This is an optimization exercise on Yosys and OpenROAD, whose aim is small area, not a production implementation. The RTL was checked by simulation tests, not by an equivalence proof against the original design. Power figures rest on the tool's default switching activity, not on a simulated workload.

== nickel ==
// speckle_core
module speckle_core (
    input  wire        clk,
    input  wire        rst,
    input  wire        cmd_valid,
    input  wire [31:0] cmd,
    output wire        busy,
    input  wire        transport_present,
    input  wire        cfg_variant,           
    input  wire [1:0]  cfg_width,             
    input  wire [9:0]  cfg_npix,
    input  wire [7:0]  cfg_t_settle,
    input  wire [7:0]  cfg_t_exit,
    input  wire [15:0] cfg_t_frame,
    input  wire [7:0]  cfg_reg_burst_start,
    input  wire [7:0]  cfg_reg_reset,
    input  wire [7:0]  cfg_reg_laser_ctrl,
    input  wire [7:0]  cfg_reg_frame_capture,
    input  wire [7:0]  cfg_reg_pixel,
    input  wire [55:0] cfg_reg_other,         
    input  wire [7:0]  cfg_reset_sentinel,
    input  wire [7:0]  cfg_cap_cmd1,
    input  wire [7:0]  cfg_cap_cmd2,
    input  wire [7:0]  cfg_laser_fd_mask,
    input  wire        cfg_burst_pre_wait,
    input  wire        cfg_burst_byte_delay,
    input  wire [15:0] cfg_max_att,
    input  wire        cfg_max_att_inf,
    output reg         cs,
    output wire        xfer_req,
    output reg  [7:0]  xfer_out,
    input  wire        xfer_ack,
    input  wire [7:0]  xfer_in,
    output wire [7:0]  status,
    output reg  [3:0]  fault,
    output reg  [9:0]  finfo,
    output reg  [8:0]  flog,
    output reg  [1:0]  pstate,
    output wire [2:0]  fstate,
    output reg  [7:0]  resb,
    output reg  [15:0] res0,
    output wire [15:0] res1,
    output wire [15:0] dx,
    output wire [15:0] dy,
    output reg  [7:0]  sq,
    output wire [15:0] shutter,
    output reg  [7:0]  pixmax,
    output wire [7:0]  pixacc,
    output reg  [7:0]  motion,
    output reg  [7:0]  obs,
    output reg  [7:0]  pixsum,
    output reg  [7:0]  pixmin,
    output wire [15:0] fperiod,
    output reg         pix_valid,
    output wire [9:0]  pix_index,
    output reg  [6:0]  pix_data
);
For scale: ~1400 cells after synthesis, roughly 340 flip-flops, about 460 I/O pins, ~16000 sq um of cells after synthesis.
export LEC_CHECK = 0
export CAP_MARGIN = 0
export CORE_MARGIN = 2
export CORE_UTILIZATION = 70
export PLACE_DENSITY = 0.8
export SLEW_MARGIN = 0
create_clock -name core_clock -period 10.0 [get_ports {clk}]
standard.sh (not shown) runs the stock make flow with config.mk's settings and CLKGATE_MAP_FILE= SYNTH_SCRIPT=/design/flow/synth_recipe.tcl, a recipe that flattens the netlist after the stock synthesis.
==> flow/flow/run.sh <==
#!/bin/bash
set -euo pipefail
export BUFFER_PORTS_ARGS="-buffer_cell sky130_fd_sc_hd__buf_1"
export CTS_ARGS="-sink_clustering_enable -repair_clock_nets -dont_use_dummy_load -sink_clustering_size 20 -sink_clustering_max_diameter 50 -buf_list {sky130_fd_sc_hd__clkbuf_8}"
bash standard.sh > standard_make.log 2>&1
nickel: PASS, flow complete, no timing, DRC or antenna violations
diff inputs: nickel => maple
Settings: changing CAP_MARGIN from 0 to 20; changing SLEW_MARGIN from 0 to 20.
==> flow/flow/run.sh <==
#!/bin/bash
set -euo pipefail
export BUFFER_PORTS_ARGS="-buffer_cell sky130_fd_sc_hd__buf_1"
export CTS_ARGS="-sink_clustering_enable -repair_clock_nets -dont_use_dummy_load -sink_clustering_size 16 -sink_clustering_max_diameter 60 -buf_list {sky130_fd_sc_hd__clkbuf_8}"
bash standard.sh > standard_make.log 2>&1
### Flow results
- Comparing maple and nickel, routed wire length is lower on nickel.
- There was hardly any difference in design area between maple and nickel.
- maple: no failed stages, no open violations at the end
- As far as post-layout total power is concerned, nickel and maple perform about the same.
- Summary: with nickel as the reference, highest ir drop seen on vdd in maple moved down by a few percent.
- Looking at clock buffer count, maple sits 3.4% lower than nickel does.
- maple ends up with lower worst path setup slack after routing than nickel does.
- Delta (maple minus nickel): clock share of power decreased by 0.2 points relative to the old numbers, fraction of area in registers closely matched the old numbers, non-clock buffer total of the final layout increased by 0.46% relative to the old numbers.
Input changes introduced in lagoon (baseline for comparison: maple):
Settings: SLEW_MARGIN changed from 20 to 0; CAP_MARGIN changed from 20 to 0; GPL_TIMING_DRIVEN newly set to 0.
==> flow/flow/run.sh <==
#!/bin/bash
set -euo pipefail
export BUFFER_PORTS_ARGS="-buffer_cell sky130_fd_sc_hd__buf_1"
export CTS_ARGS="-sink_clustering_enable -repair_clock_nets -dont_use_dummy_load -sink_clustering_size 20 -sink_clustering_max_diameter 50 -buf_list {sky130_fd_sc_hd__clkbuf_8}"
bash standard.sh > standard_make.log 2>&1
Results
- lagoon closes out successfully: all stages finished, all timing, DRC and antenna checks passed.
- Per the final summary, maple finished and its layout is clean on timing, DRC and antenna.
- Going from maple to lagoon, worst hold slack decreased 0.0092 ns; all-layer global routing usage went up; met1 track demand over resource went up by 2.2 points; via count of the first global-routing pass climbed 596.
- lagoon ended up with fault[0] as its timing startpoint of the critical path; maple ended up with cmd[24].

==> separate check: timing with driven ports <==
How much do the figures lean on ideal ports? The routed layouts below were timed once more, with nothing changed but the port constraints. Step 1: set_driving_cell puts a clkbuf_16 on clk and a buf_2 on each other input, an assumption about the parent block. Step 2 adds t to the input delays and takes it off the output delays; t is the mean of the earliest and latest rising clock arrival at the registers after step 1. Input paths then give back, and output paths get back, about the clock's delay inside the block. Three values: no drivers, after step 1, after step 2; two values: the first two.
run	shift t [ns]	setup WS [ns]	worst slew at a driven data input, ns
nickel	0.620	4.117 / 4.135 / 3.515	0.07
maple	0.607	4.093 / 4.114 / 3.507	0.07
lagoon	0.618	4.170 / 4.123 / 3.594	0.08
After both steps setup and hold are still met in every run listed. The setup slack of nickel, which loses most, moves by +0.018 ns with the drivers and by -0.602 ns with both steps.
